What follows belongs to an exercise in optimizing a design on an open flow for small area; a production flow would make more cautious choices.
The RTL was checked by simulation tests, not by an equivalence proof against the original design.
Power and IR drop assume default switching activity.

==> flow/design.v (excerpt) <==
module vedirect_decoder (
    input  wire         clk,
    input  wire         rst,             
    input  wire         in_valid,
    input  wire [7:0]   in_byte,
    output wire         in_ready,
    output reg          out_valid,
    output reg          out_kind,        
    output wire [3:0]   out_nfields,     
    output wire [5:0]   out_hex_len,     
    output wire [255:0] out_hex,         
    input  wire [3:0]   rd_idx,          
    output reg  [63:0]  rd_label,
    output reg  [3:0]   rd_label_len,
    output reg  [127:0] rd_value,
    output reg  [4:0]   rd_value_len,
    output wire         dbg_drop,
    output reg  [3:0]   dbg_cause
);
    localparam ML = 8;    
    localparam MV = 16;   
    localparam MF = 12;   
    localparam MH = 32;   
    localparam [7:0] TAB        = 8'h09;
    localparam [7:0] LF         = 8'h0A;
    localparam [7:0] CR         = 8'h0D;
    localparam [7:0] HEX_MARKER = 8'h3A;
    localparam [7:0] HEX_TERM   = 8'h0A;
    localparam [7:0] HEX_CK     = 8'h55;
    localparam [7:0] CK_SEED    = 8'h00;
    localparam [63:0] CK_LABEL  = 64'h6D75_736B_6365_6843;
    localparam [1:0] S_IDLE = 2'd0, S_LABEL = 2'd1, S_VALUE = 2'd2, S_HEX = 2'd3;
    localparam [3:0] C_NONE          = 4'h0,
                     C_TERM_IN_LABEL = 4'h1,
                     C_LABEL_OVF     = 4'h2,
  ...
For scale: roughly 6200 cells after synthesis, roughly 2200 flip-flops, roughly 490 I/O pins.
export LEC_CHECK = 0
export CAP_MARGIN = 20
export CORE_MARGIN = 2
export CORE_UTILIZATION = 40
export CTS_BUF_LIST = sky130_fd_sc_hd__clkbuf_8
export CTS_CLUSTER_DIAMETER = 50
export CTS_CLUSTER_SIZE = 20
export SETUP_SLACK_MARGIN = 0.3
export SLEW_MARGIN = 20
create_clock -name core_clock -period 10.0 [get_ports {clk}]
run.sh (not shown) runs the stock make flow with config.mk's settings and CLKGATE_MAP_FILE= SYNTH_SCRIPT=/design/flow/synth_recipe.tcl, a recipe that flattens the netlist after the stock synthesis.
Change:
==> flow/flow/run.sh (new file) <==
#!/bin/bash
# Standard ORFS flow (standard.sh), with two layout options changed:
#  - input/output port buffers use the smallest buffer cell;
#  - CTS clusters up to 10 sinks on clkbuf_4 and inserts no dummy loads.
export BUFFER_PORTS_ARGS="-buffer_cell sky130_fd_sc_hd__buf_1"
export CTS_ARGS="-sink_clustering_enable -repair_clock_nets -dont_use_dummy_load -sink_clustering_size 10 -sink_clustering_max_diameter 40 -buf_list {sky130_fd_sc_hd__clkbuf_4}"
bash standard.sh > standard.log 2>&1
==> flow/standard.sh (new file) <==
#!/bin/bash
# synth_recipe.tcl (not shown) runs the flow's synth.tcl, then flattens the netlist and writes it again
# the make line also repeats each setting of config.mk as NAME=value (left out here)
make -C /OpenROAD-flow-scripts/flow DESIGN_CONFIG=/design/flow/config.mk WORK_HOME=/design/flow/orfs CLKGATE_MAP_FILE= SYNTH_SCRIPT=/design/flow/synth_recipe.tcl "${@:-finish}"
- CTS_BUF_LIST: sky130_fd_sc_hd__clkbuf_8 -> unset
- CTS_CLUSTER_DIAMETER: 50 -> unset
- CTS_CLUSTER_SIZE: 20 -> unset
removed: flow/run.sh
After rerunning: Sequential power stays flat. Non-clock buffer count goes down by 21. Setup slack is better by 730 ps. Synthesized area is unchanged. Wire length goes down by 1.9%. Hold slack is worse by 7.9 ps. Fmax goes up by 8.2%.
Change:
- CORE_UTILIZATION: 40 -> 50
- GPL_ROUTABILITY_DRIVEN: unset -> 1
=>
- fmax grows slightly
- cell count is lower by a few percent
- register-to-register slack gets better by 20 ps
- worst setup slack is better by 110 ps
- global-route usage grows by 9.3 points
- design area came out lower slightly
- first-iteration DRC count goes up by a few percent
- count of clock-buffer cells in the layout falls by 2
Change:
==> flow/flow/run.sh (replaced) <==
#!/bin/bash
# Standard ORFS flow (standard.sh), with two layout options changed:
#  - input/output port buffers use the smallest buffer cell;
#  - CTS clusters up to 20 sinks on clkbuf_8 and inserts no dummy loads.
export BUFFER_PORTS_ARGS="-buffer_cell sky130_fd_sc_hd__buf_1"
export CTS_ARGS="-sink_clustering_enable -repair_clock_nets -dont_use_dummy_load -sink_clustering_size 20 -sink_clustering_max_diameter 50 -buf_list {sky130_fd_sc_hd__clkbuf_8}"
bash standard.sh > standard.log 2>&1
- CORE_UTILIZATION: 50 -> 40
- GPL_ROUTABILITY_DRIVEN: 1 -> unset
Result: The new run went through all stages and came out clean; clock skew rose by 23 ps; hold slack stays flat; clock power rose by 4.8%; final area rose by 0.90%; synthesized area stays the same; die area rose by about 25%; core utilization fell by 10 points; wire length fell by 1.5%; cell count rose by about 4.4%; global-route usage fell by 9.5 points; synthesized cell count is unchanged.

-- re-timing with driven ports --
The flow's constraints put no driver on any port. The routed layouts listed below were extracted and timed again, unchanged, in two steps.
Step 1: set_driving_cell puts a clkbuf_16 on clk and a buf_2 on each other input, an assumption about the parent block.
Step 2 also shifts input and output timing later by t, the mid clock arrival at the registers, as if the neighbouring blocks saw the same clock.
Three values: ideal ports, drivers, drivers and shift; two values: the first two.
| run | t, ns | slack for setup (ns) | hold WS [ns] | latest minus earliest clock arrival (ns) | pins driven straight from the clock port |
|---|---|---|---|---|---|
| the first run | 1.123 | 0.305 / 0.276 / 0.276 | 0.502 / 0.502 / 0.502 | 0.084 / 0.083 | 1 |
| the second run | 1.482 | 1.038 / 1.014 / 1.014 | 0.494 / 0.494 / 0.494 | 0.224 / 0.224 | 1 |
| the third run | 1.494 | 1.145 / 1.124 / 1.124 | 0.491 / 0.491 / 0.491 | 0.169 / 0.169 | 1 |
| the fourth run | 1.091 | 1.097 / 1.073 / 1.073 | 0.492 / 0.492 / 0.492 | 0.208 / 0.207 | 1 |
After both steps every run listed still meets setup and hold. For the first run, which loses most, drivers alone change the setup slack by -0.029 ns; drivers and shift together by -0.029 ns.
